Context: an optimization exercise on an open-source flow, tuned for small area, a short achievable clock period and few clock cycles. The choices shown serve that exercise and are no tape-out recipe. Only simulation tests tie the RTL to the original design; equivalence was not proved. Power and IR drop assume default switching activity.

$ cat flow/config.mk
export PLATFORM = sky130hd
export DESIGN_NAME = dbc3_blit
export DESIGN_NICKNAME = dbc3_blit
export VERILOG_FILES = /design/flow/design.v
export SDC_FILE = /design/flow/constraint.sdc
export NUM_CORES = 4
export LEC_CHECK = 0
export CAP_MARGIN = 20
export CORE_MARGIN = 2
export CORE_UTILIZATION = 40
export PLACE_DENSITY = 0.6
export SLEW_MARGIN = 20
$ cat flow/constraint.sdc
create_clock -name core_clock -period 8.0 [get_ports {clk}]
set_input_delay 1.6000 -clock core_clock [delete_from_list [all_inputs] [get_ports {clk}]]
set_output_delay 1.6000 -clock core_clock [all_outputs]
set_load 0.01 [all_outputs]
$ cat flow/design.v
module dbc3_blit (
    input  wire        clk,
    input  wire        rst,
    input  wire        start,
    output wire        ready,
    output reg         done,
    input  wire [23:0] src_addr,
    input  wire [8:0]  blit_x,
    input  wire [8:0]  blit_y,
    input  wire        flip_x,
    input  wire        flip_y,
    input  wire [7:0]  pen,
    input  wire        pen_mode,
    input  wire [9:0]  clip_x,
    input  wire [9:0]  clip_y,
    input  wire [9:0]  clip_width,
    input  wire [9:0]  clip_height,
    input  wire [3:0]  clip_ctrl,
    input  wire [23:0] rom_len,
    output wire [23:0] end_src_addr,
    output wire [8:0]  end_blit_y,
    output reg         anom_oor,
    output reg  [7:0]  anom_unk,
    output wire        rom_req,
    output wire [23:0] rom_addr,
    input  wire        rom_gnt,
    input  wire [7:0]  rom_rdata,
    output wire        pix_valid,
    input  wire        pix_ready,
    output wire [8:0]  pix_x,
    output wire [8:0]  pix_y,
    output wire [7:0]  pix_pen
);
    localparam [2:0] OP_NEXT = 3'd0, OP_LINE = 3'd1, OP_COPY = 3'd2,
                     OP_SKIP = 3'd3, OP_UNUSED = 3'd4, OP_CHGA = 3'd5,
                     OP_CHGP = 3'd6, OP_STOP = 3'd7;
    reg        s_idle, s_hdr, s_op, s_pix, s_fin;
    reg [23:0] lenm1;             
    reg        flip_x_r, flip_y_r;
    reg [7:0]  pen_r;
    reg        pen_mode_r;
    reg [9:0]  cx_r, cy_r;        
    reg [8:0]  cr_r, cb_r;        
    reg [3:0]  ctrl_r;
    reg [8:0]  xsm_r;             
    reg [8:0]  x_r;               
    reg [8:0]  y_r;
    reg [2:0]  ps1;               
    reg [3:0]  as1;               
    reg [15:0] cnt;               
    reg        is_copy, first;
    reg        pskip;             
    reg [23:0] fa;                
    reg        req;               
    reg        dv;                
    reg        endf;              
    reg [31:0] sb;
    reg [5:0]  rd;                
    reg [5:0]  wpos;              
    reg [5:0]  lim;               
    reg        pv_r;
    reg [7:0]  pp_r;
    assign ready        = s_idle;
    assign rom_req      = req;
    assign rom_addr     = fa;
    assign pix_valid    = pv_r;
    assign pix_x        = x_r;
    assign pix_y        = y_r;
    assign pix_pen      = pp_r;
    assign end_src_addr = fa;
    assign end_blit_y   = y_r;
    wire [5:0] bc  = wpos - rd;           
    wire [5:0] rbc = lim - rd;            
    wire       exh = endf & ~dv;          
    wire [5:0] u   = bc + (dv ? 6'd8 : 6'd0) + (req ? 6'd8 : 6'd0);
    wire [5:0] cA = {2'b0, as1} + 6'd4;   
    wire [5:0] cP = {3'b0, ps1} + 6'd1;   
    wire [5:0] rd3 = rd + 6'd3;
    wire [5:0] rd6 = rd + 6'd6;
    wire [5:0] rd7 = rd + 6'd7;
    wire [5:0] rd8 = rd + 6'd8;
    wire [5:0] rdA = rd + cA;
    wire [5:0] rdP = rd + cP;
    wire ok3 = bc >= 6'd3;
    wire ok6 = bc >= 6'd6;
    wire ok7 = bc >= 6'd7;
    wire ok8 = bc >= 6'd8;
    wire okA = bc >= cA;
    wire okP = bc >= cP;
    wire rq0 = u <= 6'd24;
    wire rq3 = u <= 6'd27;
    wire rq6 = u <= 6'd30;
    wire rq7 = u <= 6'd31;
    wire rq8 = u <= 6'd32;
    wire rqA = {1'b0, u} <= {1'b0, cA} + 7'd24;
    wire rqP = {1'b0, u} <= {1'b0, cP} + 7'd24;
    wire ov3 = 6'd3 > rbc;
    wire ov6 = 6'd6 > rbc;
    wire ov7 = 6'd7 > rbc;
    wire ov8 = 6'd8 > rbc;
    wire ovA = cA > rbc;
    wire ovP = cP > rbc;
    wire [63:0] sb2 = {sb, sb};
    wire [31:0] rot = sb2 >> rd[4:0];
    wire [7:0]  h   = rot[7:0];           
    wire [2:0]  op   = {h[0], h[1], h[2]};
    wire [7:0]  qfld = {h[0], h[1], h[2], h[3], h[4], h[5], h[6], h[7]};
    wire [7:0]  pval = qfld >> (3'd7 - ps1);
    wire [4:0]  nsh  = rdA[4:0] ^ 5'd16;
    wire [31:0] rotn = sb2 >> nsh;
    reg  [15:0] nval;
    integer i;
    always @(*) begin
        for (i = 0; i < 16; i = i + 1)
            nval[i] = rotn[15 - i] & (i <= as1);
    end
    wire pv_hold = pv_r & ~pix_ready;
    wire       xs_cnt = pskip | (s_pix & ~is_copy);
    wire [8:0] xm     = xs_cnt ? cnt[8:0] : 9'd0;
    wire [8:0] xn     = x_r + (flip_x_r ? ~xm : xm) + {8'd0, flip_x_r ^ s_pix};
    wire yclip = ({1'b0, y_r} < cy_r) || (y_r > cb_r);
    wire ay = (ctrl_r[2] & ~yclip) | (ctrl_r[3] & yclip);
    wire lskip = ~is_copy & ~ay;
    wire [8:0] xp = x_r + (flip_x_r ? 9'h1FF : 9'h001);
    wire [8:0] x_pix = lskip ? xn : xp;
    wire xclip_p = ({1'b0, xp} < cx_r) || (xp > cr_r);
    wire ax_p = (ctrl_r[0] & ~xclip_p) | (ctrl_r[1] & xclip_p);
    wire [7:0] color = (pen_mode_r ? {pval[7:4], pen_r[3:0]} : pval)
                       | {pen_r[7:4], 4'h0};
    wire op_arg  = (op == OP_LINE) | (op == OP_COPY) | (op == OP_SKIP);
    wire op_xy   = (op == OP_NEXT) | (op == OP_SKIP);
    wire need_p  = is_copy | first;
    wire go_op   = s_op & ~(op_xy & pv_hold)
                   & (op_arg ? okA : (op == OP_CHGA) ? ok7 : (op == OP_CHGP) ? ok6 : ok3);
    wire go_hdr  = s_hdr & ok8;
    wire go_pix  = s_pix & ~pv_hold & (~need_p | okP);
    wire k3  = go_op & ((op == OP_NEXT) | (op == OP_UNUSED));
    wire kS  = go_op & (op == OP_STOP);
    wire kA  = go_op & op_arg;
    wire k7  = go_op & (op == OP_CHGA);
    wire k6  = go_op & (op == OP_CHGP);
    wire k8  = go_hdr;
    wire kP  = go_pix & need_p;
    wire k0  = ~(k3 | kS | kA | k7 | k6 | k8 | kP);
    wire [5:0] rd_next = ({6{k3 | kS}} & rd3) | ({6{kA}} & rdA) | ({6{k7}} & rd7)
                       | ({6{k6}} & rd6) | ({6{k8}} & rd8) | ({6{kP}} & rdP)
                       | ({6{k0}} & rd);
    wire room = (k3 & rq3) | (kA & rqA) | (k7 & rq7) | (k6 & rq6) | (k8 & rq8)
              | (kP & rqP) | (k0 & rq0);
    wire oor_now = exh & ((k3 & ov3) | (kS & ov3) | (kA & ovA) | (k7 & ov7)
                        | (k6 & ov6) | (k8 & ov8) | (kP & ovP));
    wire        last   = (fa == lenm1);
    wire        fake   = exh & (bc <= 6'd24);     
    wire        wr     = dv | fake;
    wire [7:0]  wbyte  = dv ? rom_rdata : 8'hFF;
    wire [7:0]  wbits  = {wbyte[0], wbyte[1], wbyte[2], wbyte[3],
                          wbyte[4], wbyte[5], wbyte[6], wbyte[7]};
    wire        fin_go = s_fin & ~req & ~dv & ~pv_hold;
    wire [2:0]  unread = anom_oor ? 3'd0 : rbc[5:3];    
    wire [23:0] fa_add = s_fin ? (24'd0 - {21'd0, unread}) : 24'd1;
    always @(posedge clk) begin
        if (rst) begin
            s_idle <= 1'b1;
            s_hdr  <= 1'b0;
            s_op   <= 1'b0;
            s_pix  <= 1'b0;
            s_fin  <= 1'b0;
            done   <= 1'b0;
            req    <= 1'b0;
            dv     <= 1'b0;
            pv_r   <= 1'b0;
        end else begin
            done <= 1'b0;
            dv <= req & rom_gnt;
            if (wr) begin
                case (wpos[4:3])
                    2'd0: sb[7:0]   <= wbits;
                    2'd1: sb[15:8]  <= wbits;
                    2'd2: sb[23:16] <= wbits;
                    2'd3: sb[31:24] <= wbits;
                endcase
                wpos <= wpos + 6'd8;
            end
            if (dv) lim <= wpos + 6'd8;
            rd <= rd_next;
            if (oor_now) anom_oor <= 1'b1;
            if ((req & rom_gnt) | fin_go) fa <= fa + fa_add;
            if (req & rom_gnt & last) endf <= 1'b1;
            req <= (s_hdr | s_op | s_pix) & ~kS & ~endf & ~(req & last) & room;
            if (pv_r & pix_ready) pv_r <= 1'b0;
            if (pskip) x_r <= xn;
            pskip <= 1'b0;
            if (s_idle & start) begin
                s_idle     <= 1'b0;
                s_hdr      <= 1'b1;
                lenm1      <= rom_len - 24'd1;
                flip_x_r   <= flip_x;
                flip_y_r   <= flip_y;
                pen_r      <= pen;
                pen_mode_r <= pen_mode;
                cx_r       <= clip_x;
                cy_r       <= clip_y;
                cr_r       <= (({1'b0, clip_x} + {1'b0, clip_width}) > 11'd511)
                              ? 9'd511 : (clip_x[8:0] + clip_width[8:0]);
                cb_r       <= (({1'b0, clip_y} + {1'b0, clip_height}) > 11'd511)
                              ? 9'd511 : (clip_y[8:0] + clip_height[8:0]);
                ctrl_r     <= clip_ctrl;
                xsm_r      <= flip_x ? blit_x + 9'd1 : blit_x - 9'd1;
                x_r        <= flip_x ? blit_x + 9'd1 : blit_x - 9'd1;
                y_r        <= blit_y;
                fa         <= src_addr;
                endf       <= (src_addr >= rom_len);
                req        <= (src_addr < rom_len);
                rd         <= 6'd0;
                wpos       <= 6'd0;
                lim        <= 6'd0;
                anom_oor   <= 1'b0;
                anom_unk   <= 8'd0;
                pskip      <= 1'b0;
            end
            if (go_hdr) begin
                ps1   <= {h[1], h[2], h[3]};
                as1   <= {h[4], h[5], h[6], h[7]};
                s_hdr <= 1'b0;
                s_op  <= 1'b1;
            end
            if (go_op) begin
                case (op)
                    OP_NEXT: begin
                        y_r <= y_r + (flip_y_r ? 9'h1FF : 9'h001);
                        x_r <= xsm_r;
                    end
                    OP_LINE, OP_COPY: begin
                        cnt     <= nval;
                        is_copy <= (op == OP_COPY);
                        first   <= 1'b1;
                        s_op    <= 1'b0;
                        s_pix   <= 1'b1;
                    end
                    OP_SKIP: begin
                        cnt   <= nval;
                        pskip <= 1'b1;
                    end
                    OP_UNUSED: if (anom_unk != 8'hFF) anom_unk <= anom_unk + 8'd1;
                    OP_CHGA: as1 <= {h[3], h[4], h[5], h[6]};
                    OP_CHGP: ps1 <= {h[3], h[4], h[5]};
                    OP_STOP: begin
                        s_op  <= 1'b0;
                        s_fin <= 1'b1;
                    end
                endcase
            end
            if (go_pix) begin
                pv_r  <= ax_p & ay;
                x_r   <= x_pix;
                if (need_p) pp_r <= color;
                cnt   <= cnt - 16'd1;
                first <= 1'b0;
                if (cnt == 16'd0 || lskip) begin
                    s_pix <= 1'b0;
                    s_op  <= 1'b1;
                end
            end
            if (fin_go) begin
                done   <= 1'b1;
                s_fin  <= 1'b0;
                s_idle <= 1'b1;
            end
        end
    end
endmodule
$ cat flow/run.sh
#!/bin/bash
# synth_recipe.tcl (not shown) runs the flow's synth.tcl, then flattens the netlist and writes it again
# the make line also repeats each setting of config.mk as NAME=value (left out here)
make -C /OpenROAD-flow-scripts/flow DESIGN_CONFIG=/design/flow/config.mk WORK_HOME=/design/flow/orfs CLKGATE_MAP_FILE= SYNTH_SCRIPT=/design/flow/synth_recipe.tcl finish
==> results_dict.tcl, run 1 <==
set metrics [dict create \
    yosysTopAreaCellShare_pct 33.21 \
    cp_num_cells 19 \
    end_kind "flop" \
    tns_ns 0 \
    status "finished clean" \
    antenna_left 0 \
    whs_path_depth 2 \
    postSynthAreaPerCell_um2 9.794 \
    grt_overflow 0 \
    viasPerCell 5.719 \
    clk_latency_ns 0.57 \
    dieArea_um2 50600 \
    critPathTopFamily "compound AO/OA/AOI/OAI gates" \
    synth_edf_count 216 \
    die_h_um 225.0 \
    slowest_delay_ns 0.79 \
    cts_tree "built" \
    synth_flop_cell "edfxtp_1" \
    drt_iter0_markers 1455 \
    ctsRootBufferMaster "clkbuf_16" \
    dp.cells 2758 \
    max_freq_mhz 172.1 \
    hpwl_mm 44.21 \
    ys_types 82 \
    post-route-period-util_pct 72.63 \
    start_util_pct 40.73 \
    io_buffers 229 \
    cts_buffers 28 \
    grt_use_met1_pct 31.28 \
    syn-num-nets 2330 \
    fin_cells 2810 \
    power_leakage_nw 9.190 \
    cts_resized 0 \
    grt_start_max_net_pins 66 \
    use_met3_pct 4.302 \
    num_io_pins 230 \
    yosys_register_bits 225 \
    peakVddDrop_v 0.0003295 \
    cts_setup_buffers 0 \
    cp_cell_sequence "clkinv_1 -> ha_1 -> a31oi_1 -> xnor2_1 -> nand2b_1 -> ha_1 -> nand2_1 -> inv_1 -> ha_1 -> a21o_1 -> a21oi_1 -> o21ai_0 -> a2111o_1 -> a31o_2 -> a221o_1 -> a211oi_1 -> nand2b_1 -> nor4_1 -> a221oi_1" \
    grt_pass1_wl_mm 89.96 \
    clock_sinks 225 \
    power.total_mw 8.824 \
    diodes 0 \
    rrSetupSlack_ns 2.19 \
    num_rows 80 \
    reg2regPathDepth 19 \
    ctsHtreeMaxLevel 1 \
    synth_warnings 1 \
    p_per_area_nw_per_um2 379.6 \
    setup_slack_ns 2.190 \
    critPathBufInv 2 \
    yosysTopAreaCell "edfxtp_1" \
    cts.hold.buffers_added 0 \
    dieWidth_um 225.0 \
    wl_mm 58.05 \
    syn_inst 1994 \
    cp-start-kind "flop" \
    crit_path_frequent_cell "ha_1" \
    drv_cap 0 \
    finalSetupViolCount 0 \
    syn_area_um2 19530 \
    worstSetupPathType "reg -> reg" \
    synth_seq_area_share_pct 34.14 \
    min_path_type "reg -> reg" \
    drc 0 \
    gr-max-usage-layer "met2" \
    skew_ns 0.02396 \
    core_area_um2 47950 \
    fin_crit_ns 5.810 \
    track_usage_pct 22.68 \
    clockBufferDepth 3 \
    synthTopCellsByArea "edfxtp_1 33%, ha_1 12%, mux4_2 5.8%" \
    ys_async_sr_fraction_pct 0 \
    worstPathMaxFanout 17 \
    finalMaxSlewViolations 0 \
    required_ns 8.37 \
    antenna_found_initial 0 \
    gr-usage-met2_pct 36.31 \
    pre_cts_ws_ns 2.279 \
    detail_route.wl_per_cell_um 20.66 \
    hold_viol 0 \
    vias 16070 \
    syn_to_final_growth_pct 19.05 \
    clk_pin_slew_ns 0.06 \
    firstDrtPassIters 5 \
    slew_headroom_pct 33.22 \
    drive_gt1_share_pct 7.699 \
    worst-slew-pin-transition_ns 1.001 \
    gp_congestion 0.9285 \
    final_nets 2509 \
    crit_arrival_ns 6.18 \
    cp_slowest_cell "edfxtp_1" \
    grt_pass1_vias 15960 \
    rsz0062_at_grt "false" \
]
cell families (layout without fill, tap and decap cells):
| family | count (synthesis) | count (layout) | synth area share, % |
|---|---|---|---|
| buffers and inverters | 255 | 456 | 5.677 |
| adder cells (fa/ha/maj) | 203 | 203 | 13.42 |
| AO/OA/AOI/OAI | 508 | 508 | 16.31 |
| XOR/XNOR | 144 | 144 | 6.458 |
| multiplexers | 142 | 142 | 11.14 |
| AND/OR/NAND/NOR | 517 | 517 | 12.86 |
| flip-flops | 225 | 225 | 34.14 |
registers in the layout, summed over array words and instances (netlist names), 10 cells and up:
name   count
lenm1     24
cy_r      10
cx_r      10
sb        32
fa        24
cnt       16
final cells by class:
type	count	area, um2
clock buffers	38	799.5
repair buffers	254	2480
flip-flops and latches	225	6666
well taps	615	769.5
multi-input cells	1514	11800
fillers	4457	24700
inverters	150	563.0
clock inverters	14	175.2
power breakdown:
| part | switching, mW | internal [mW] | leakage [nW] |
|---|---|---|---|
| clock network | 0.516 | 0.824 | 0.475 |
| logic | 3.31 | 2.30 | 6.68 |
| registers | 0.279 | 1.60 | 2.04 |
Yosys cell counts, drive strengths merged, types with 4 or more instances:
cell,number
nor3,34
nor4,17
nor2,132
nand2,142
nor3b,5
buf,56
a22oi,4
and3,13
mux2,22
a31oi,14
mux4,56
o31ai,9
a211o,4
inv,148
nor2b,33
edfxtp,216
o21a,21
nand3,33
nand4,20
a31o,4
xnor2,109
o22ai,11
mux2i,64
o211ai,18
nand2b,45
clkbuf,49
a21boi,6
or3,8
or2,10
a211oi,40
and2,14
a21oi,156
ha,191
o21ai,124
a21o,41
o21bai,19
xor2,35
dfxtp,9
fa,11
a221oi,5
a2111oi,4
through the flow:
stage	hold WS, ns	util, %	cell area [um2]
global placement	0.4664	46.46	22270
detailed placement	0.4751	46.46	22270
CTS	0.4889	48.49	23250
finish	0.4853	48.49	23250
floorplan	0.4737	-	19530
global route	0.5073	48.49	23250
layer usage:
layer  part of all wire (%)  up-vias
met5                      0        -
li1                       -     7696
met4                    2.7        0
met2                     45      562
met3                    7.6       92
met1                     44     7721
worst min-delay path: cells and delay by family, from the launching register on:
kind | cells | cell delay (ns)
compound gates | 1 | 0.07
buf+inv | 1 | 0.04
flops | 1 | 0.32
cells in the final DEF (no fill, tap or decap), types with 18 or more instances in the layout:
master and count:
xnor2_1 107, mux2i_1 64, buf_4 25, mux4_2 50, mux2_2 21, nor3_1 34, o21a_1 21, a21oi_1 156
xor2_1 35, nand3_1 33, nor2b_1 33, o21ai_0 121, nand2b_1 45, inv_1 145, a21o_1 41, nand4_1 20
a211oi_1 40, clkbuf_16 29, nor2_1 131, nand2_1 141, o211ai_1 18, clkdlybuf4s50_1 229, ha_1 191, o21bai_1 19
edfxtp_1 216
final timing paths:
path,start,to
setup / recovery,rd[3],fa[23]
hold / removal,s_idle,s_idle
setup reg to reg,rd[3],fa[23]
hold reg to reg,s_idle,s_idle
Testbench counts, summed over its fixed seeds: cycles 37,183.
==> inputs of run 2 (changes only) <==
--- a/flow/design.v
+++ b/flow/design.v
@@ -36,4 +36,4 @@
                      OP_CHGP = 3'd6, OP_STOP = 3'd7;
-    reg        s_idle, s_hdr, s_op, s_pix, s_fin;
-    reg [23:0] lenm1;             
+    reg        s_idle, s_init, s_hdr, s_op, s_pix, s_fin, s_fin2;
+    reg [23:0] len_r;
     reg        flip_x_r, flip_y_r;
@@ -42,3 +42,3 @@
     reg [9:0]  cx_r, cy_r;        
-    reg [8:0]  cr_r, cb_r;        
+    reg [9:0]  cr_r, cb_r;        
     reg [3:0]  ctrl_r;
@@ -58,4 +58,6 @@
     reg [5:0]  rd;                
-    reg [5:0]  wpos;              
+    reg [5:0]  bc;                
+    reg [1:0]  wslot;             
     reg [5:0]  lim;               
+    reg [2:0]  ub;                
     reg        pv_r;
@@ -71,6 +73,9 @@
     assign end_blit_y   = y_r;
-    wire [5:0] bc  = wpos - rd;           
     wire [5:0] rbc = lim - rd;            
+    wire       rneg = rbc[5] & (|rbc[4:0]);   
     wire       exh = endf & ~dv;          
-    wire [5:0] u   = bc + (dv ? 6'd8 : 6'd0) + (req ? 6'd8 : 6'd0);
+    wire       fake = exh & (bc <= 6'd24);    
+    wire       wr   = dv | fake;
+    wire [5:0] bcw = bc + (wr ? 6'd8 : 6'd0);
+    wire [5:0] u   = bcw + (req ? 6'd8 : 6'd0);
     wire [5:0] cA = {2'b0, as1} + 6'd4;   
@@ -83,2 +88,8 @@
     wire [5:0] rdP = rd + cP;
+    wire [5:0] bc3 = bcw - 6'd3;
+    wire [5:0] bc6 = bcw - 6'd6;
+    wire [5:0] bc7 = bcw - 6'd7;
+    wire [5:0] bc8 = bcw - 6'd8;
+    wire [5:0] bcA = bcw - cA;
+    wire [5:0] bcP = bcw - cP;
     wire ok3 = bc >= 6'd3;
@@ -96,8 +107,2 @@
     wire rqP = {1'b0, u} <= {1'b0, cP} + 7'd24;
-    wire ov3 = 6'd3 > rbc;
-    wire ov6 = 6'd6 > rbc;
-    wire ov7 = 6'd7 > rbc;
-    wire ov8 = 6'd8 > rbc;
-    wire ovA = cA > rbc;
-    wire ovP = cP > rbc;
     wire [63:0] sb2 = {sb, sb};
@@ -149,7 +154,16 @@
               | (kP & rqP) | (k0 & rq0);
-    wire oor_now = exh & ((k3 & ov3) | (kS & ov3) | (kA & ovA) | (k7 & ov7)
-                        | (k6 & ov6) | (k8 & ov8) | (kP & ovP));
-    wire        last   = (fa == lenm1);
-    wire        fake   = exh & (bc <= 6'd24);     
-    wire        wr     = dv | fake;
+    wire [5:0] bc_next = ({6{k3 | kS}} & bc3) | ({6{kA}} & bcA) | ({6{k7}} & bc7)
+                       | ({6{k6}} & bc6) | ({6{k8}} & bc8) | ({6{kP}} & bcP)
+                       | ({6{k0}} & bcw);
+    wire        fdec   = s_fin2;
+    wire [23:0] fq     = fa ^ {24{fdec}};
+    reg  [23:0] ft;
+    integer b;
+    always @(*) begin
+        ft[0] = 1'b1;
+        for (b = 1; b < 24; b = b + 1)
+            ft[b] = ft[b - 1] & fq[b - 1];
+    end
+    wire [23:0] fa_n   = fa ^ ft;
+    wire        last   = (fa_n == len_r);
     wire [7:0]  wbyte  = dv ? rom_rdata : 8'hFF;
@@ -157,5 +171,3 @@
                           wbyte[4], wbyte[5], wbyte[6], wbyte[7]};
-    wire        fin_go = s_fin & ~req & ~dv & ~pv_hold;
-    wire [2:0]  unread = anom_oor ? 3'd0 : rbc[5:3];    
-    wire [23:0] fa_add = s_fin ? (24'd0 - {21'd0, unread}) : 24'd1;
+    wire        fin_go = s_fin2 & (ub == 3'd0) & ~pv_hold;
     always @(posedge clk) begin
@@ -163,2 +175,3 @@
             s_idle <= 1'b1;
+            s_init <= 1'b0;
             s_hdr  <= 1'b0;
@@ -167,2 +180,3 @@
             s_fin  <= 1'b0;
+            s_fin2 <= 1'b0;
             done   <= 1'b0;
@@ -175,3 +189,3 @@
             if (wr) begin
-                case (wpos[4:3])
+                case (wslot)
                     2'd0: sb[7:0]   <= wbits;
@@ -181,10 +195,11 @@
                 endcase
-                wpos <= wpos + 6'd8;
-            end
-            if (dv) lim <= wpos + 6'd8;
+                wslot <= wslot + 2'd1;
+            end
+            if (dv) lim <= lim + 6'd8;
             rd <= rd_next;
-            if (oor_now) anom_oor <= 1'b1;
-            if ((req & rom_gnt) | fin_go) fa <= fa + fa_add;
+            bc <= bc_next;
+            if (rneg) anom_oor <= 1'b1;
+            if ((req & rom_gnt) | (s_fin2 & (ub != 3'd0))) fa <= fa_n;
             if (req & rom_gnt & last) endf <= 1'b1;
-            req <= (s_hdr | s_op | s_pix) & ~kS & ~endf & ~(req & last) & room;
+            req <= (s_init | s_hdr | s_op | s_pix) & ~kS & ~endf & ~(req & last) & room;
             if (pv_r & pix_ready) pv_r <= 1'b0;
@@ -194,4 +209,4 @@
                 s_idle     <= 1'b0;
-                s_hdr      <= 1'b1;
-                lenm1      <= rom_len - 24'd1;
+                s_init     <= 1'b1;
+                len_r      <= rom_len;
                 flip_x_r   <= flip_x;
@@ -202,6 +217,4 @@
                 cy_r       <= clip_y;
-                cr_r       <= (({1'b0, clip_x} + {1'b0, clip_width}) > 11'd511)
-                              ? 9'd511 : (clip_x[8:0] + clip_width[8:0]);
-                cb_r       <= (({1'b0, clip_y} + {1'b0, clip_height}) > 11'd511)
-                              ? 9'd511 : (clip_y[8:0] + clip_height[8:0]);
+                cr_r       <= clip_width;
+                cb_r       <= clip_height;
                 ctrl_r     <= clip_ctrl;
@@ -214,3 +227,4 @@
                 rd         <= 6'd0;
-                wpos       <= 6'd0;
+                bc         <= 6'd0;
+                wslot      <= 2'd0;
                 lim        <= 6'd0;
@@ -219,2 +233,10 @@
                 pskip      <= 1'b0;
+            end
+            if (s_init) begin
+                cr_r   <= (({1'b0, cx_r} + {1'b0, cr_r}) > 11'd511)
+                          ? 10'd511 : {1'b0, cx_r[8:0] + cr_r[8:0]};
+                cb_r   <= (({1'b0, cy_r} + {1'b0, cb_r}) > 11'd511)
+                          ? 10'd511 : {1'b0, cy_r[8:0] + cb_r[8:0]};
+                s_init <= 1'b0;
+                s_hdr  <= 1'b1;
             end
@@ -263,5 +285,11 @@
             end
+            if (s_fin) begin
+                ub     <= (anom_oor | rneg) ? 3'd0 : (rbc[5:3] + {2'b0, dv});
+                s_fin  <= 1'b0;
+                s_fin2 <= 1'b1;
+            end
+            if (s_fin2 && ub != 3'd0) ub <= ub - 3'd1;
             if (fin_go) begin
                 done   <= 1'b1;
-                s_fin  <= 1'b0;
+                s_fin2 <= 1'b0;
                 s_idle <= 1'b1;
--- a/flow/config.mk
+++ b/flow/config.mk
@@ -11,2 +11,3 @@
 export PLACE_DENSITY = 0.6
+export SETUP_SLACK_MARGIN = 4
 export SLEW_MARGIN = 20
==> results_dict.tcl, run 2 <==
set metrics [dict create \
    whs_path_depth 1 \
    worstSetupPathType "in -> reg" \
    grt_overflow 0 \
    syn_to_final_growth_pct 21.40 \
    finalMaxSlewViolations 0 \
    post-route-period-util_pct 48.96 \
    grt_pass1_vias 16460 \
    yosysTopAreaCellShare_pct 33.57 \
    ctsHtreeMaxLevel 1 \
    placedInstanceArea_um2 22950 \
    power_leakage_nw 9.567 \
    clock_sinks 237 \
    firstDrtPassIters 5 \
    max_freq_mhz 255.3 \
    slew_headroom_pct 27.60 \
    cts_buffers 29 \
    antenna_found_initial 0 \
    intPower_mw 3.222 \
    fillers 4666 \
    ys_async_sr_fraction_pct 0 \
    gp_congestion 0.9303 \
    combPwrFrac_pct 42.1 \
    syn-num-nets 2368 \
    drive_gt1_share_pct 11.29 \
    fin_area_um2 24540 \
    drc 0 \
    end_kind "flop" \
    io_buffers 229 \
    final_nets 2580 \
    r2r-end "rd[3]" \
    cp-start-kind "primary input" \
    grt_pass1_wl_mm 95.29 \
    num_io_pins 230 \
    grt_start_max_net_pins 62 \
    finalSetupViolCount 0 \
    skew_ns 0.01432 \
    swShare_pct 36.40 \
    clkPwrFrac_pct 26.7 \
    synth_warnings 1 \
    synth.most_common_cell "edfxtp_1" \
    crit_arrival_ns 4.23 \
    cts.hold.buffers_added 0 \
    synth_common_cells "226 x edfxtp_1, 171 x ha_1, 166 x nand2_1, 148 x inv_1, 138 x nor2_1" \
    synthTopCellsByArea "edfxtp_1 34%, ha_1 11%, mux4_2 6.4%" \
    worstPathMaxFanout 2 \
    yosys_register_bits 237 \
    drv_cap 0 \
    p_per_area_nw_per_um2 206.4 \
    synth_flop_cell "edfxtp_1" \
    reg2reg_from "rd[1]" \
    rsz0062_at_grt "true" \
    reg_top3 "sb (32), fa (24), len_r (24)" \
    hold_viol 0 \
    status "finished clean" \
    viasPerCell 5.679 \
    num_rows 82 \
    clk_latency_ns 0.56 \
    rrSetupSlack_ns 4.11 \
    power.switching_mw 1.844 \
    min_path_type "reg -> reg" \
    endpoint "endf" \
    yosysTopAreaCell "edfxtp_1" \
    syn_area_um2 20210 \
    required_ns 8.31 \
    die_h_um 228.8 \
    final_common_cell "clkdlybuf4s50_1" \
    dieArea_um2 52350 \
    diodes 0 \
    drt_iter0_markers 1551 \
    wl_mm 61.41 \
    tns_ns 0 \
    start_util_pct 40.37 \
    detail_route.wl_per_cell_um 20.76 \
    worst-slew-pin-transition_ns 1.076 \
    syn_inst 2052 \
    hold_ws_ns 0.4312 \
    vias 16800 \
    dieWidth_um 228.8 \
    largest_reg_flops 32 \
    track_usage_pct 22.80 \
    hpwl_mm 44.61 \
    synth_seq_area_share_pct 34.66 \
    clockBufferDepth 3 \
    clk_pin_slew_ns 0.06 \
    core_area_um2 50070 \
    antenna_left 0 \
    peakVddDrop_v 0.0001548 \
    reg2regPathDepth 12 \
    power_frac_seq_pct 31.2 \
    postSynthAreaPerCell_um2 9.850 \
    ys_types 93 \
    layout_common_cells "229 x clkdlybuf4s50_1, 226 x edfxtp_1, 169 x ha_1" \
    cts_tree "built" \
    regMostFlops "sb" \
    synth_edf_count 226 \
    ctsRootBufferMaster "clkbuf_16" \
    crit_start "rom_len[1]" \
    fin_crit_ns 3.917 \
]
==> run 2: changes by cell type after synthesis, moves of 17 or more <==
cell	change
xor2_1	+20
ha_1	-20
a21oi_1	-22
mux2i_1	+17
xnor2_1	-21
nand2b_1	-19
nand2_1	+25
==> run 2: critical path, cell delays in order <==
cell and delay [ns]:
clkdlybuf4s50_1 0.48, inv_1 0.05, ha_1 0.27, nor2b_1 0.13, o21a_1 0.16, o21a_1 0.16, o21a_1 0.16, o21a_1 0.16
o21a_1 0.16, o21a_1 0.18, o21ai_2 0.23, nand4_1 0.26, a21o_1 0.23
==> run 2: kinds of logic (layout without fill, tap and decap cells) <==
family | after synthesis | count (layout) | share of synthesized area [%]
AOI/OAI and AO/OA | 525 | 525 | 16.91
xor gates and xnor gates | 146 | 146 | 6.530
adders and majority gates | 182 | 182 | 11.67
buffers and inverters | 276 | 510 | 6.116
DFF | 237 | 237 | 34.66
muxes | 151 | 151 | 11.09
and+or+nand+nor | 535 | 535 | 13.02
==> run 2: power groups by stage <==
stage	logic [mW]	registers [mW]	clock network [mW]
after floorplan	1.47	1.57	0
after global placement	1.98	1.62	0
after detailed placement	2.01	1.62	0
after CTS	2.05	1.59	1.37
after global routing	2.35	1.59	1.42
final	2.13	1.58	1.35
==> run 2: area by class of cell <==
| type | count | area, um2 | share of cell area (%) |
|---|---|---|---|
| Multi-Input combinational cell | 1539 | 12190 | 49.68 |
| Inverter | 153 | 589.3 | 2.402 |
| Timing Repair inverter | 1 | 5.005 | 0.02040 |
| Sequential cell | 237 | 7008 | 28.56 |
| Clock inverter | 14 | 146.4 | 0.5966 |
| Clock buffer | 39 | 823.3 | 3.355 |
| Timing Repair Buffer | 303 | 2934 | 11.96 |
| Tap cell | 672 | 840.8 | 3.426 |
==> run 2: worst min-delay path by stage <==
| stage | from | end |
|---|---|---|
| after floorplan | s_fin | s_fin |
| after global placement | s_fin | s_fin |
| after detailed placement | s_fin | s_fin |
| after CTS | s_fin | s_fin |
| after global routing | s_fin | s_fin |
| final | s_fin | s_fin |
==> run 2: what timing repair did <==
action | 4_1_cts | 5_1_grt
cloned | 1 | 2
buffers inserted | 16 | 29
resized for setup | 20 | 37
pin swaps | 5 | 9
endpoints found under the setup margin | 52 | 42
==> run 2: stage by stage <==
step	worst slack (ns)	util, %	cells	power [mW]
finish	4.083	49.01	2958	5.065
CTS	3.970	48.22	2927	5.010
floorplan	4.052	-	2052	3.042
global placement	2.679	45.82	2856	3.602
detailed placement	2.524	45.83	2857	3.629
global route	3.979	49.01	2958	5.362
==> run 2: layer usage <==
layer | track usage (%) | routed length [um] | vias to the layer above
li1 | - | - | 8003
met1 | 32.02 | 27740 | 8063
met2 | 37.30 | 28380 | 639
met3 | 3.231 | 3906 | 94
met4 | 5.154 | 1378 | 0
met5 | 0 | 0 | -
Testbench counts of run 2, summed over its fixed seeds: cycles 37,656.
==> inputs of run 3 (changes only) <==
--- a/flow/config.mk
+++ b/flow/config.mk
@@ -11,3 +11,3 @@
 export PLACE_DENSITY = 0.6
-export SETUP_SLACK_MARGIN = 4
+export SETUP_SLACK_MARGIN = 5
 export SLEW_MARGIN = 20
==> results_dict.tcl, run 3 <==
set metrics [dict create \
    num_rows 82 \
    wl_mm 74.47 \
    worst-slew-pin-transition_ns 0.8925 \
    syn_area_um2 20210 \
    r2r-end "rd[2]" \
    holdPathEnd "s_fin" \
    syn_inst 2052 \
    drv_cap 0 \
    cp-start-kind "flop" \
    start_util_pct 40.37 \
    regMostFlops "sb" \
    hpwl_mm 45.86 \
    reg2regPathDepth 14 \
    io_buffers 229 \
    final_common_cell "buf_4" \
    post-route-period-util_pct 47.20 \
    antenna_found_initial 4 \
    synth_common_cells "226 x edfxtp_1, 171 x ha_1, 166 x nand2_1, 148 x inv_1, 138 x nor2_1" \
    cp_cell_sequence "buf_6 -> buf_6 -> bufbuf_16 -> mux4_2 -> o22ai_1 -> or4_4 -> o41ai_4 -> buf_4 -> a311oi_4 -> buf_4 -> nand2_4 -> a21o_4 -> a221oi_2 -> nor2_1" \
    core_area_um2 50070 \
    setup_slack_ns 4.224 \
    finalSetupViolCount 0 \
    synth_edf_count 226 \
    hold_viol 0 \
    whs_path_depth 1 \
    reg2reg_from "rd[1]" \
    required_ns 8.31 \
    drc 0 \
    clockBufferDepth 3 \
    ctsRootBufferMaster "clkbuf_16" \
    firstDrtPassIters 8 \
    synthTopCellsByArea "edfxtp_1 34%, ha_1 11%, mux4_2 6.4%" \
    cts_buffers 29 \
    power_leakage_nw 11.92 \
    dp.cells 2851 \
    skew_ns 0.02157 \
    grt_overflow 0 \
    ys_async_sr_fraction_pct 0 \
    gr-max-usage-layer "met2" \
    critPathBufInv 5 \
    fin_crit_ns 3.776 \
    p_per_area_nw_per_um2 201.7 \
    status "finished clean" \
    ys_types 93 \
    reg_top3 "sb (32), fa (24), len_r (24)" \
    slew_headroom_pct 40.50 \
    yosysTopAreaCell "edfxtp_1" \
    final_nets 2892 \
    pre_cts_ws_ns 2.916 \
    synth_flop_cell "edfxtp_1" \
    fillers 4213 \
    gp_congestion 0.9019 \
    crit_arrival_ns 4.08 \
    multi_input_area_um2 13930 \
    hp-start "s_fin" \
    end_kind "flop" \
    cts.hold.buffers_added 0 \
    clk_pin_slew_ns 0.06 \
    critPathTopFamily "compound AO/OA/AOI/OAI gates" \
    grt_start_max_net_pins 65 \
    num_io_pins 230 \
    yosys_register_bits 237 \
    tns_ns 0 \
    viasPerCell 5.829 \
    detail_route.wl_per_cell_um 22.76 \
    syn-num-nets 2368 \
    regArea_um2 7014 \
    ctsHtreeMaxLevel 1 \
    layout_common_cells "233 x buf_4, 226 x edfxtp_1, 155 x ha_1" \
    postSynthAreaPerCell_um2 9.850 \
    use_met3_pct 4.566 \
    gr-usage-met2_pct 44.00 \
    clock_sinks 237 \
    synth.most_common_cell "edfxtp_1" \
    min_path_type "reg -> reg" \
    clk_latency_ns 0.60 \
    synth_seq_area_share_pct 34.66 \
    dieArea_um2 52350 \
    peakVddDrop_v 0.0001752 \
    worstSetupPathType "reg -> reg" \
    power.total_mw 5.967 \
    fin_cells 3272 \
    antenna_left 0 \
    hold_ws_ns 0.4280 \
    rrSetupSlack_ns 4.22 \
    cp_slowest_cell "edfxtp_1" \
    finalMaxSlewViolations 0 \
    slowest_delay_ns 0.42 \
    max_freq_mhz 264.8 \
    grt_pass1_vias 18700 \
    die_h_um 228.8 \
    largest_reg_flops 32 \
    vias 19070 \
    synth_warnings 1 \
    drive_gt1_share_pct 33.45 \
    grt_use_met1_pct 33.89 \
    yosysTopAreaCellShare_pct 33.57 \
    grt_pass1_wl_mm 107.5 \
    rsz0062_at_grt "true" \
    worstPathMaxFanout 12 \
    cts_tree "built" \
    dieWidth_um 228.8 \
    track_usage_pct 26.19 \
    drt_iter0_markers 1672 \
    syn_to_final_growth_pct 46.36 \
]
run 3: cell counts after synthesis:
Identical to the previous run, type by type.
run 3: worst max path at each step:
| stage | endpoint | depth (start not counted) | start |
|---|---|---|---|
| after floorplan | endf | 6 | start |
| after global routing | rd[1] | 14 | rd[1] |
| after CTS | rd[3] | 16 | ps1[0] |
| final | rd[2] | 14 | rd[1] |
| after detailed placement | len_r[20] | 5 | start |
| after global placement | len_r[21] | 5 | start |
run 3: what timing repair did:
action,4_1_cts,5_1_grt
gates resized for setup,610,244
pin swaps,105,110
gates cloned,22,5
endpoints found under the setup margin,382,241
setup buffers,240,99
run 3: worst register-to-register path: cells and delay by family, from the launching register on:
kind	cells	cell delay, ns
DFF	1	0.42
buffers and inverters	5	0.93
AOI/OAI and AO/OA	5	1.37
and+or+nand+nor	3	0.41
muxes	1	0.35
run 3: area by class of cell:
type | instances | share of cell area [%]
multi-input cells | 1544 | 47.08
flip-flops and latches | 237 | 23.71
repair buffers | 609 | 20.89
well taps | 672 | 2.842
clock buffers | 33 | 2.504
inverters | 153 | 2.220
clock inverters | 20 | 0.6682
repair inverters | 2 | 0.06344
diodes | 2 | 0.01692
run 3: logic make-up after synthesis:
family                     synth area share, %
and+or+nand+nor                          13.02
AOI/OAI and AO/OA                        16.91
DFF                                      34.66
buffers and inverters                    6.116
adders and majority gates                11.67
xor gates and xnor gates                 6.530
muxes                                    11.09
run 3: per-layer routing:
layer / vias up / wire length, um
li1: 8665 / -
met1: 9255 / 30060
met2: 938 / 35930
met3: 215 / 5521
met4: 0 / 2953
met5: - / 0
run 3: power by group:
part / switching (mW) / leakage, nW / internal [mW]
logic: 1.63 / 9.25 / 1.44
clock network: 0.569 / 0.452 / 0.763
registers: 0.0847 / 2.22 / 1.48
total: 2.28 / 11.9 / 3.68
run 3: per-stage QoR:
stage | area, um2 | utilization, %
finish | 29580 | 59.09
global route | 29580 | 59.09
CTS | 27770 | 55.46
detailed placement | 23230 | 46.40
global placement | 23230 | 46.40
floorplan | 20660 | -
==> inputs of run 4 (changes only) <==
--- a/flow/config.mk
+++ b/flow/config.mk
@@ -9,5 +9,5 @@
 export CORE_MARGIN = 2
-export CORE_UTILIZATION = 40
-export PLACE_DENSITY = 0.6
-export SETUP_SLACK_MARGIN = 5
+export CORE_UTILIZATION = 65
+export PLACE_DENSITY = 0.8
+export SETUP_SLACK_MARGIN = 4
 export SLEW_MARGIN = 20
==> results_dict.tcl, run 4 <==
set metrics [dict create \
    drv_cap 0 \
    num_rows 64 \
    grt_pass1_vias 17000 \
    yosysTopAreaCellShare_pct 33.57 \
    clk_pin_slew_ns 0.07 \
    regMostFlops "sb" \
    crit_arrival_ns 4.32 \
    io_buffers 229 \
    synth_common_cells "226 x edfxtp_1, 171 x ha_1, 166 x nand2_1, 148 x inv_1, 138 x nor2_1" \
    syn_to_final_growth_pct 19.60 \
    cp_slowest_cell "edfxtp_1" \
    synth_warnings 1 \
    vias 17500 \
    yosys_register_bits 237 \
    start_util_pct 66.08 \
    end_kind "flop" \
    syn_inst 2052 \
    finalSetupViolCount 0 \
    grt_overflow 0 \
    fin_crit_ns 3.917 \
    ys_async_sr_fraction_pct 0 \
    wl_mm 58.72 \
    skew_ns 0.02314 \
    hpwl_mm 41.44 \
    dieArea_um2 32520 \
    cts.hold.buffers_added 0 \
    power.total_mw 5.086 \
    reg_top3 "sb (32), fa (24), len_r (24)" \
    num_io_pins 230 \
    peakVddDrop_v 0.0001977 \
    post-route-period-util_pct 48.96 \
    finalMaxSlewViolations 0 \
    cp_cell_sequence "inv_2 -> ha_1 -> inv_1 -> o211ai_1 -> a31oi_4 -> inv_1 -> ha_2 -> ha_1 -> ha_1 -> xnor2_2 -> inv_1 -> ha_1 -> and4_1 -> a31oi_1 -> o211ai_1 -> nor4_1 -> o32ai_1" \
    clock_sinks 237 \
    reg2regPathDepth 17 \
    synth_flop_cell "edfxtp_1" \
    layout_common_cells "228 x clkdlybuf4s50_1, 226 x edfxtp_1, 169 x ha_1" \
    ys_types 93 \
    clockBufferDepth 3 \
    holdPathEnd "s_fin" \
    worstPathMaxFanout 7 \
    grt_start_max_net_pins 70 \
    tns_ns 0 \
    fin_util_pct 79.03 \
    r2r-end "req" \
    slew_headroom_pct 30.54 \
    detail_route.wl_per_cell_um 21.89 \
    ctsRootBufferMaster "clkbuf_16" \
    max_freq_mhz 255.3 \
    cts_buffers 29 \
    critPathTopFamily "adder cells" \
    slowest_delay_ns 0.43 \
    hp-start "s_fin" \
    status "finished clean" \
    antenna_left 0 \
    syn_area_um2 20210 \
    die_h_um 180.3 \
    yosysTopAreaCell "edfxtp_1" \
    required_ns 8.40 \
    largest_reg_flops 32 \
    final_common_cell "clkdlybuf4s50_1" \
    dieWidth_um 180.3 \
    postSynthAreaPerCell_um2 9.850 \
    synth_seq_area_share_pct 34.66 \
    critPathBufInv 4 \
    track_usage_pct 34.95 \
    drc 0 \
    cp-start-kind "flop" \
    final_nets 2580 \
    fillers 2023 \
    antenna_found_initial 0 \
    crit_path_frequent_cell "ha_1" \
    p_per_area_nw_per_um2 210.4 \
    viasPerCell 6.524 \
    synth.most_common_cell "edfxtp_1" \
    drive_gt1_share_pct 11.38 \
    reg2reg_from "bc[0]" \
    core_area_um2 30590 \
    hold_viol 0 \
    rsz0062_at_grt "true" \
    grt_pass1_wl_mm 91.83 \
    worst-slew-pin-transition_ns 1.032 \
    power_leakage_nw 9.526 \
    synthTopCellsByArea "edfxtp_1 34%, ha_1 11%, mux4_2 6.4%" \
    min_path_type "reg -> reg" \
    rrSetupSlack_ns 4.08 \
    worstSetupPathType "reg -> reg" \
    drt_iter0_markers 1662 \
    syn-num-nets 2368 \
    cts_tree "built" \
    ctsHtreeMaxLevel 1 \
    gp_congestion 0.9729 \
    firstDrtPassIters 6 \
    synth_edf_count 226 \
    clk_latency_ns 0.57 \
    whs_path_depth 1 \
]
## run 4: cell counts after synthesis
Identical to the previous run, type by type.
## run 4: worst max path at each step
stage,cells after the start,startpoint,slack (ns),to
after floorplan,6,start,4.05,cb_r[0]
final,17,bc[0],4.08,req
after detailed placement,11,pix_ready,2.65,rd[3]
after global routing,18,bc[0],3.92,req
after global placement,11,pix_ready,2.75,rd[3]
after CTS,15,ps1[2],3.99,rd[3]
## run 4: repair_timing
action | CTS | global route
resized for setup | 26 | 39
gates cloned | 1 | 1
pin swaps | 4 | 9
endpoints found under the setup margin | 34 | 45
buffers inserted | 14 | 35
## run 4: kinds of logic (layout without fill, tap and decap cells)
group                    after synthesis  count (layout)  share of synthesized area, %
adder cells (fa/ha/maj)              182             182                         11.67
buffers and inverters                276             509                         6.116
AND/OR/NAND/NOR                      535             535                         13.02
flip-flops                           237             237                         34.66
AO/OA/AOI/OAI                        525             525                         16.91
other                                  0               1                             0
multiplexers                         151             151                         11.09
XOR/XNOR                             146             146                         6.530
## run 4: worst register-to-register path, delay by kind of cell (launching register included)
family	cells	cell delay (ns)
adders and majority gates	5	1.24
AOI/OAI and AO/OA	5	0.93
and+or+nand+nor	2	0.55
DFF	1	0.43
buffers and inverters	4	0.41
xor gates and xnor gates	1	0.21
## run 4: area by class of cell
class | instances | area (um2) | share of cell area, %
clock buffers | 37 | 785.8 | 3.250
clock inverters | 15 | 192.7 | 0.7970
repair inverters | 1 | 5.005 | 0.02070
multi-input cells | 1539 | 12180 | 50.39
inverters | 153 | 591.8 | 2.448
well taps | 396 | 495.5 | 2.049
flip-flops and latches | 237 | 7008 | 28.99
repair buffers | 303 | 2913 | 12.05
diodes | 1 | 2.502 | 0.01035
## run 4: power by group
group          internal (mW)  total [mW]  switching [mW]
clock network          0.822        1.36           0.540
logic                  0.936        2.14            1.21
registers               1.48        1.58           0.105
total                   3.23        5.09            1.85
## run 4: metal layers
layer	wire length (um)	track usage (%)	part of all wire [%]	vias up
li1	-	-	-	8002
met1	23490	47.72	40	8364
met5	0	0	0	-
met3	5429	5.598	9.2	163
met4	2108	12.06	3.6	0
met2	27700	56.98	47	968
## run 4: per-stage QoR
stage          cell area (um2)  std cells  hold WS, ns  setup slack [ns]
6_report                 24180       2682       0.4195             4.083
5_1_grt                  24170       2681       0.4552             3.921
4_1_cts                  23750       2645       0.4224             3.987
3_5_place_dp             22560       2578       0.4165             2.646
3_3_place_gp             22560       2578       0.4121             2.749
2_1_floorplan            20230       2052       0.4004             4.052
==> inputs of run 5 (changes only) <==
--- a/flow/design.v
+++ b/flow/design.v
@@ -65,3 +65,3 @@
     assign ready        = s_idle;
-    assign rom_req      = req;
+    assign rom_req      = req & ~atlen;
     assign rom_addr     = fa;
@@ -75,3 +75,4 @@
     wire       rneg = rbc[5] & (|rbc[4:0]);   
-    wire       exh = endf & ~dv;          
+    wire       atlen = (fa == len_r);     
+    wire       exh = (endf | atlen) & ~dv;    
     wire       fake = exh & (bc <= 6'd24);    
@@ -109,3 +110,3 @@
     wire [31:0] rot = sb2 >> rd[4:0];
-    wire [7:0]  h   = rot[7:0];           
+    wire [18:0] h   = rot[18:0];          
     wire [2:0]  op   = {h[0], h[1], h[2]};
@@ -113,11 +114,11 @@
     wire [7:0]  pval = qfld >> (3'd7 - ps1);
-    wire [4:0]  nsh  = rdA[4:0] ^ 5'd16;
-    wire [31:0] rotn = sb2 >> nsh;
-    reg  [15:0] nval;
-    integer i;
-    always @(*) begin
-        for (i = 0; i < 16; i = i + 1)
-            nval[i] = rotn[15 - i] & (i <= as1);
-    end
+    wire [15:0] tfld = {h[3], h[4], h[5], h[6], h[7], h[8], h[9], h[10],
+                        h[11], h[12], h[13], h[14], h[15], h[16], h[17], h[18]};
+    wire [15:0] nval = tfld >> (4'd15 - as1);
     wire pv_hold = pv_r & ~pix_ready;
+    wire yclip = ({1'b0, y_r} < cy_r) || (y_r > cb_r);
+    wire ay = (ctrl_r[2] & ~yclip) | (ctrl_r[3] & yclip);
+    reg  ay_r;
+    always @(posedge clk) ay_r <= ay;
+    wire lskip = ~is_copy & ~ay_r;
     wire       xs_cnt = pskip | (s_pix & ~is_copy);
@@ -125,7 +126,4 @@
     wire [8:0] xn     = x_r + (flip_x_r ? ~xm : xm) + {8'd0, flip_x_r ^ s_pix};
-    wire yclip = ({1'b0, y_r} < cy_r) || (y_r > cb_r);
-    wire ay = (ctrl_r[2] & ~yclip) | (ctrl_r[3] & yclip);
-    wire lskip = ~is_copy & ~ay;
-    wire [8:0] xp = x_r + (flip_x_r ? 9'h1FF : 9'h001);
-    wire [8:0] x_pix = lskip ? xn : xp;
+    wire [8:0] xp     = x_r + (flip_x_r ? 9'h1FF : 9'h001);
+    wire [8:0] x_pix  = lskip ? xn : xp;
     wire xclip_p = ({1'b0, xp} < cx_r) || (xp > cr_r);
@@ -158,2 +156,3 @@
     wire        fdec   = s_fin2;
+    wire [3:0]  flo    = fdec ? ({1'b0, fa[2:0]} - {1'b0, ub}) : ({1'b0, fa[2:0]} + 4'd1);
     wire [23:0] fq     = fa ^ {24{fdec}};
@@ -162,8 +161,8 @@
     always @(*) begin
-        ft[0] = 1'b1;
-        for (b = 1; b < 24; b = b + 1)
+        ft[2:0] = 3'd0;
+        ft[3] = flo[3];
+        for (b = 4; b < 24; b = b + 1)
             ft[b] = ft[b - 1] & fq[b - 1];
     end
-    wire [23:0] fa_n   = fa ^ ft;
-    wire        last   = (fa_n == len_r);
+    wire [23:0] fa_n   = {fa[23:3] ^ ft[23:3], flo[2:0]};
     wire [7:0]  wbyte  = dv ? rom_rdata : 8'hFF;
@@ -171,3 +170,3 @@
                           wbyte[4], wbyte[5], wbyte[6], wbyte[7]};
-    wire        fin_go = s_fin2 & (ub == 3'd0) & ~pv_hold;
+    wire        fin_go = s_fin2 & ~pv_hold;
     always @(posedge clk) begin
@@ -187,3 +186,3 @@
             done <= 1'b0;
-            dv <= req & rom_gnt;
+            dv <= rom_req & rom_gnt;
             if (wr) begin
@@ -201,5 +200,4 @@
             if (rneg) anom_oor <= 1'b1;
-            if ((req & rom_gnt) | (s_fin2 & (ub != 3'd0))) fa <= fa_n;
-            if (req & rom_gnt & last) endf <= 1'b1;
-            req <= (s_init | s_hdr | s_op | s_pix) & ~kS & ~endf & ~(req & last) & room;
+            if ((rom_req & rom_gnt) | fin_go) fa <= fa_n;
+            req <= (s_init | s_hdr | s_op | s_pix) & ~kS & ~endf & room;
             if (pv_r & pix_ready) pv_r <= 1'b0;
@@ -248,2 +246,7 @@
             end
+            if (s_op) begin
+                cnt     <= nval;
+                is_copy <= (op == OP_COPY);
+                first   <= 1'b1;
+            end
             if (go_op) begin
@@ -255,5 +258,2 @@
                     OP_LINE, OP_COPY: begin
-                        cnt     <= nval;
-                        is_copy <= (op == OP_COPY);
-                        first   <= 1'b1;
                         s_op    <= 1'b0;
@@ -261,6 +261,3 @@
                     end
-                    OP_SKIP: begin
-                        cnt   <= nval;
-                        pskip <= 1'b1;
-                    end
+                    OP_SKIP: pskip <= 1'b1;
                     OP_UNUSED: if (anom_unk != 8'hFF) anom_unk <= anom_unk + 8'd1;
@@ -274,6 +271,6 @@
             end
+            if (s_pix & need_p & ~pv_hold) pp_r <= color;
             if (go_pix) begin
-                pv_r  <= ax_p & ay;
+                pv_r  <= ax_p & ay_r;
                 x_r   <= x_pix;
-                if (need_p) pp_r <= color;
                 cnt   <= cnt - 16'd1;
@@ -290,3 +287,2 @@
             end
-            if (s_fin2 && ub != 3'd0) ub <= ub - 3'd1;
             if (fin_go) begin
--- a/flow/config.mk
+++ b/flow/config.mk
@@ -9,4 +9,4 @@
 export CORE_MARGIN = 2
-export CORE_UTILIZATION = 65
-export PLACE_DENSITY = 0.8
+export CORE_UTILIZATION = 40
+export PLACE_DENSITY = 0.6
 export SETUP_SLACK_MARGIN = 4
==> results_dict.tcl, run 5 <==
set metrics [dict create \
    hold_viol 0 \
    layout_common_cells "228 x clkdlybuf4s50_1, 226 x edfxtp_1, 166 x ha_1" \
    clk_pin_slew_ns 0.07 \
    tns_ns 0 \
    antenna_found_initial 1 \
    worstPathMaxFanout 7 \
    synth_seq_area_share_pct 36.21 \
    drive_gt1_share_pct 14.45 \
    grt_pass1_wl_mm 89.44 \
    wl_mm 58.45 \
    crit_arrival_ns 4.31 \
    cts_tree "built" \
    slowest_delay_ns 0.58 \
    largest_reg_flops 32 \
    drc 0 \
    yosys_register_bits 238 \
    viasPerCell 5.700 \
    drt_iter0_markers 1312 \
    io_buffers 229 \
    cp_slowest_cell "mux4_2" \
    slew_headroom_pct 34.93 \
    syn_area_um2 19400 \
    clockBufferDepth 3 \
    firstDrtPassIters 6 \
    final_common_cell "clkdlybuf4s50_1" \
    fin_area_um2 24260 \
    critPathTopFamily "multiplexers" \
    min_path_type "reg -> reg" \
    cp_num_cells 15 \
    yosysTopAreaCell "edfxtp_1" \
    max_freq_mhz 249.6 \
    clk_latency_ns 0.60 \
    syn-num-nets 2237 \
    gp_congestion 0.9272 \
    reg2regPathDepth 15 \
    grt_pass1_vias 15680 \
    drv_cap 0 \
    antenna_left 0 \
    final_nets 2500 \
    peakVddDrop_v 0.0001727 \
    end_kind "flop" \
    rsz0062_at_grt "true" \
    finalMaxSlewViolations 0 \
    synth_flop_cell "edfxtp_1" \
    syn_inst 1922 \
    required_ns 8.31 \
    reg_top3 "sb (32), fa (24), len_r (24)" \
    vias 16090 \
    diodes 0 \
    track_usage_pct 22.45 \
    crit_path_frequent_cell "buf_4" \
    placedInstanceArea_um2 22060 \
    synth.most_common_cell "edfxtp_1" \
    num_rows 80 \
    syn_to_final_growth_pct 25.00 \
    critPathBufInv 5 \
    start_util_pct 40.56 \
    fin_crit_ns 4.006 \
    regMostFlops "sb" \
    num_io_pins 230 \
    synth_edf_count 226 \
    power.total_mw 4.493 \
    cp-start-kind "flop" \
    cts_buffers 30 \
    worst-slew-pin-transition_ns 0.9761 \
    p_per_area_nw_per_um2 185.2 \
    whs_path_depth 1 \
    grt_overflow 0 \
    cp_cell_sequence "buf_12 -> mux4_2 -> mux4_2 -> a211oi_4 -> buf_6 -> and2_4 -> buf_4 -> a22oi_2 -> buf_4 -> o211ai_1 -> buf_4 -> nand2b_1 -> nand3_1 -> a21oi_1 -> o22ai_1" \
    ctsHtreeMaxLevel 1 \
    ctsRootBufferMaster "clkbuf_16" \
    finalSetupViolCount 0 \
    status "finished clean" \
    die_h_um 224.3 \
    detail_route.wl_per_cell_um 20.70 \
    core_area_um2 47850 \
    worstSetupPathType "reg -> reg" \
    yosysTopAreaCellShare_pct 34.97 \
    fillers 4345 \
    ys_async_sr_fraction_pct 0 \
    cts.hold.buffers_added 0 \
    grt_start_max_net_pins 69 \
    synthTopCellsByArea "edfxtp_1 35%, ha_1 11%, mux4_2 6.7%" \
    ys_types 80 \
    rrSetupSlack_ns 3.99 \
    dieWidth_um 224.3 \
    synth_common_cells "226 x edfxtp_1, 169 x ha_1, 144 x nand2_1, 135 x inv_1, 128 x nor2_1" \
    clock_sinks 238 \
    power_leakage_nw 9.568 \
    dieArea_um2 50290 \
    hpwl_mm 41.30 \
    skew_ns 0.01842 \
    postSynthAreaPerCell_um2 10.10 \
    synth_warnings 1 \
    post-route-period-util_pct 50.08 \
]
[run 5: cell types whose count changed after synthesis, moves of 13 or more]
cell / before / now
a211oi_1: 40 / 15
nand2_1: 166 / 144
a21oi_1: 134 / 115
o21ai_0: 133 / 112
inv_1: 148 / 135
[run 5: kinds of logic (layout without fill, tap and decap cells)]
kind of cell	count (synthesis)	count (layout)	share of synthesized area, %
simple gates	485	485	12.15
compound gates	465	465	15.48
buf+inv	255	540	5.745
flops	238	238	36.21
fa+ha+maj	181	181	12.13
mux	153	154	11.74
xor+xnor	145	145	6.545
[run 5: worst paths after layout]
kind	start	to
worst max-delay path	rd[3]	rd[5]
worst min register to register	ctrl_r[3]	ay_r
worst max register to register	rd[3]	rd[5]
worst min-delay path	ctrl_r[3]	ay_r
[run 5: area by class of cell]
class | instances | area [um2] | area share [%]
Clock inverter | 18 | 153.9 | 0.6344
Timing Repair Buffer | 347 | 3308 | 13.64
Multi-Input combinational cell | 1430 | 11700 | 48.21
Sequential cell | 238 | 7028 | 28.97
Tap cell | 615 | 769.5 | 3.172
Inverter | 138 | 525.5 | 2.166
Clock buffer | 37 | 777.0 | 3.203
[run 5: metrics by stage]
stage               setup WS, ns  cells  hold slack [ns]  util [%]
floorplan                  4.107   1922           0.4132         -
global placement           2.677   2669           0.4835     46.09
detailed placement         2.569   2669           0.4955     46.10
CTS                        4.015   2767           0.5124     49.26
global route               3.938   2823           0.5246     50.70
finish                     3.994   2823           0.5129     50.70
[run 5: timing repair]
item                       CTS  global route
pin swaps                    6            12
buffers inserted            42            52
setup endpoints to repair   60            38
gates resized for setup     42            51
cloned                       1             4
[run 5: power breakdown]
part | switching, mW | internal, mW | leakage [nW]
Clock | 0.591 | 0.728 | 0.441
Sequential | 0.0912 | 1.46 | 2.25
Combinational | 0.861 | 0.757 | 6.87
[run 5: per-layer routing]
| layer | vias up | share of wire [%] | global-route usage, % |
|---|---|---|---|
| met5 | - | 0.022 | 0 |
| met4 | 2 | 3.1 | 6.388 |
| met3 | 124 | 5.8 | 2.913 |
| met2 | 614 | 47 | 37.76 |
| met1 | 7765 | 44 | 30.42 |
| li1 | 7586 | - | - |
Testbench counts of run 5, summed over its fixed seeds: cycles 37,259.
==> inputs of run 6 (changes only) <==
--- a/flow/design.v
+++ b/flow/design.v
@@ -125,3 +125,4 @@
     wire [8:0] xm     = xs_cnt ? cnt[8:0] : 9'd0;
-    wire [8:0] xn     = x_r + (flip_x_r ? ~xm : xm) + {8'd0, flip_x_r ^ s_pix};
+    wire [9:0] xn2    = {x_r, 1'b1} + {(flip_x_r ? ~xm : xm), flip_x_r ^ s_pix};
+    wire [8:0] xn     = xn2[9:1];         
     wire [8:0] xp     = x_r + (flip_x_r ? 9'h1FF : 9'h001);
==> results_dict.tcl, run 6 <==
set metrics [dict create \
    synth_seq_area_share_pct 37.28 \
    grt_start_max_net_pins 53 \
    clock_sinks 238 \
    vias 15340 \
    core_area_um2 46560 \
    start_util_pct 40.49 \
    syn_to_final_growth_pct 24.12 \
    firstDrtPassIters 5 \
    num_rows 79 \
    hold_viol 0 \
    ctsHtreeMaxLevel 1 \
    antenna_found_initial 0 \
    dieWidth_um 221.1 \
    synth_flop_cell "edfxtp_1" \
    yosys_register_bits 238 \
    antenna_left 0 \
    post-route-period-util_pct 50.29 \
    crit_arrival_ns 4.49 \
    worst-slew-pin-transition_ns 0.9970 \
    synth_warnings 1 \
    synth.most_common_cell "edfxtp_1" \
    yosysTopAreaCell "edfxtp_1" \
    rsz0062_at_grt "true" \
    tns_ns 0 \
    power_leakage_nw 9.099 \
    status "finished clean" \
    gp_congestion 0.8944 \
    ctsRootBufferMaster "clkbuf_16" \
    finalSetupViolCount 0 \
    yosysTopAreaCellShare_pct 36.00 \
    grt_pass1_vias 14960 \
    num_io_pins 230 \
    layout_common_cells "228 x clkdlybuf4s50_1, 226 x edfxtp_1, 166 x ha_1" \
    synth_common_cells "226 x edfxtp_1, 170 x ha_1, 131 x nand2_1, 127 x inv_1, 125 x nor2_1" \
    cts_tree "built" \
    required_ns 8.47 \
    p_per_area_nw_per_um2 188.9 \
    reg_top3 "sb (32), fa (24), len_r (24)" \
    min_path_type "reg -> reg" \
    regMostFlops "sb" \
    final_nets 2412 \
    dieArea_um2 48880 \
    slew_headroom_pct 33.53 \
    power.total_mw 4.419 \
    cts_buffers 29 \
    drc 0 \
    max_freq_mhz 248.6 \
    io_buffers 229 \
    finalMaxSlewViolations 0 \
    final_common_cell "clkdlybuf4s50_1" \
    drv_cap 0 \
    detail_route.wl_per_cell_um 20.18 \
    synth_edf_count 226 \
    clockBufferDepth 3 \
    peakVddDrop_v 0.0001674 \
    ys_async_sr_fraction_pct 0 \
    worstSetupPathType "reg -> reg" \
    diodes 0 \
    grt_overflow 0 \
    syn_inst 1851 \
    largest_reg_flops 32 \
    syn-num-nets 2166 \
    fin_area_um2 23390 \
    die_h_um 221.1 \
    drt_iter0_markers 895 \
    hpwl_mm 38.86 \
    wl_mm 55.02 \
    viasPerCell 5.627 \
    ys_types 73 \
    fin_crit_ns 4.023 \
    placedInstanceArea_um2 21470 \
    grt_pass1_wl_mm 84.06 \
    skew_ns 0.01889 \
    cts.hold.buffers_added 0 \
    synthTopCellsByArea "edfxtp_1 36%, ha_1 11%, mux4_2 6.3%" \
    clk_latency_ns 0.60 \
    track_usage_pct 21.26 \
    end_kind "flop" \
    cp-start-kind "flop" \
    clk_pin_slew_ns 0.08 \
    syn_area_um2 18850 \
    postSynthAreaPerCell_um2 10.18 \
    drive_gt1_share_pct 13.40 \
    worstPathMaxFanout 11 \
]
-- run 6: cell families after synthesis --
kind of cell    share of synthesized area [%]
compound gates                          15.42
xor+xnor                                6.970
fa+ha+maj                               12.45
buf+inv                                 5.748
flops                                   37.28
mux                                     10.85
simple gates                            11.28
-- run 6: cell type report --
| type | instances | area, um2 |
|---|---|---|
| Clock buffer | 33 | 740.7 |
| Timing Repair inverter | 3 | 17.52 |
| Sequential cell | 238 | 7027 |
| Inverter | 130 | 506.7 |
| Timing Repair Buffer | 328 | 3115 |
| Multi-Input combinational cell | 1367 | 11070 |
| Clock inverter | 20 | 161.4 |
| Tap cell | 607 | 759.5 |
| Fill cell | 4249 | 23160 |
-- run 6: metrics by stage --
step / setup slack (ns) / hold slack (ns) / utilization [%] / instances
5_1_grt: 3.824 / 0.5067 / 50.25 / 2726
4_1_cts: 3.818 / 0.4959 / 48.89 / 2677
3_5_place_dp: 3.180 / 0.4839 / 46.12 / 2588
6_report: 3.977 / 0.4814 / 50.25 / 2726
2_1_floorplan: 4.055 / 0.4168 / - / 1851
3_3_place_gp: 3.207 / 0.4784 / 46.12 / 2588
-- run 6: power breakdown --
group / internal (mW) / leakage, nW / switching [mW]
Clock: 0.704 / 0.430 / 0.575
Sequential: 1.47 / 2.25 / 0.0909
Combinational: 0.750 / 6.42 / 0.833
Total: 2.92 / 9.10 / 1.50
-- run 6: worst paths after layout --
check	depth (start not counted)	start	to	slack, ns
max reg2reg	20	fa[17]	req	3.98
max	20	fa[17]	req	3.98
min	1	pen_r[4]	pp_r[4]	0.48
min reg2reg	1	pen_r[4]	pp_r[4]	0.48
-- run 6: routing by layer --
layer / global-route usage (%) / vias up / wire (um)
met1: 28.71 / 7438 / 24250
met4: 6.798 / 0 / 1796
li1: - / 7308 / -
met5: 0 / - / 0
met3: 2.842 / 106 / 2863
met2: 35.35 / 486 / 26110
-- run 6: critical path, cell delays in order, from the launching register on --
cell and delay [ns]:
edfxtp_1 0.43, xnor2_2 0.22, nand4_1 0.16, nor4_2 0.28
nand3_1 0.18, nand2b_1 0.18, a21oi_2 0.10, inv_2 0.10
ha_4 0.24, ha_2 0.20, ha_4 0.18, xor2_4 0.19
buf_4 0.15, ha_1 0.32, nand4_1 0.10, nor2_1 0.04
o21ai_0 0.17, o21ai_1 0.13, a211oi_1 0.24, o21ai_1 0.09
a22o_1 0.21
-- run 6: repair_timing --
action | in CTS | in global routing
cloned | 4 | 4
resized for setup | 20 | 56
setup endpoints to repair | 101 | 78
setup buffers | 32 | 45
pin swaps | 6 | 14
Testbench counts of run 6, summed over its fixed seeds: cycles 37,259.

[separate check: timing with driven ports]
In the flow no input, the clock included, has a driving cell. The finished layouts below were timed again as built, in two steps. Step 1, drivers: a clkbuf_16 drives clk and a buf_2 each remaining input, both assumed. Step 2 adds t to the input delays and takes it off the output delays; t is the mean of the earliest and latest rising clock arrival at the registers after step 1. Input paths then give back, and output paths get back, about the clock's delay inside the block. Three values: ideal, step 1, step 2; two values: the first two.
run	t, ns	setup slack, ns	hold slack, ns	worst setup path after step 2
run 1	0.619	2.190 / 2.190 / 2.190	0.485 / 0.485 / 0.485	register to register
run 2	0.610	4.083 / 4.108 / 3.499	0.431 / 0.431 / 0.431	input to register
run 3	0.642	4.224 / 4.224 / 3.935	0.428 / 0.428 / 0.428	input to register
run 4	0.605	4.083 / 4.083 / 3.515	0.419 / 0.419 / 0.419	input to register
run 5	0.651	3.994 / 3.994 / 3.517	0.513 / 0.513 / 0.513	input to register
run 6	0.641	3.977 / 3.977 / 3.609	0.481 / 0.481 / 0.481	input to register
After both steps every run listed still meets setup and hold. For run 2, which loses most, drivers alone change the setup slack by +0.025 ns; drivers and shift together by -0.584 ns.
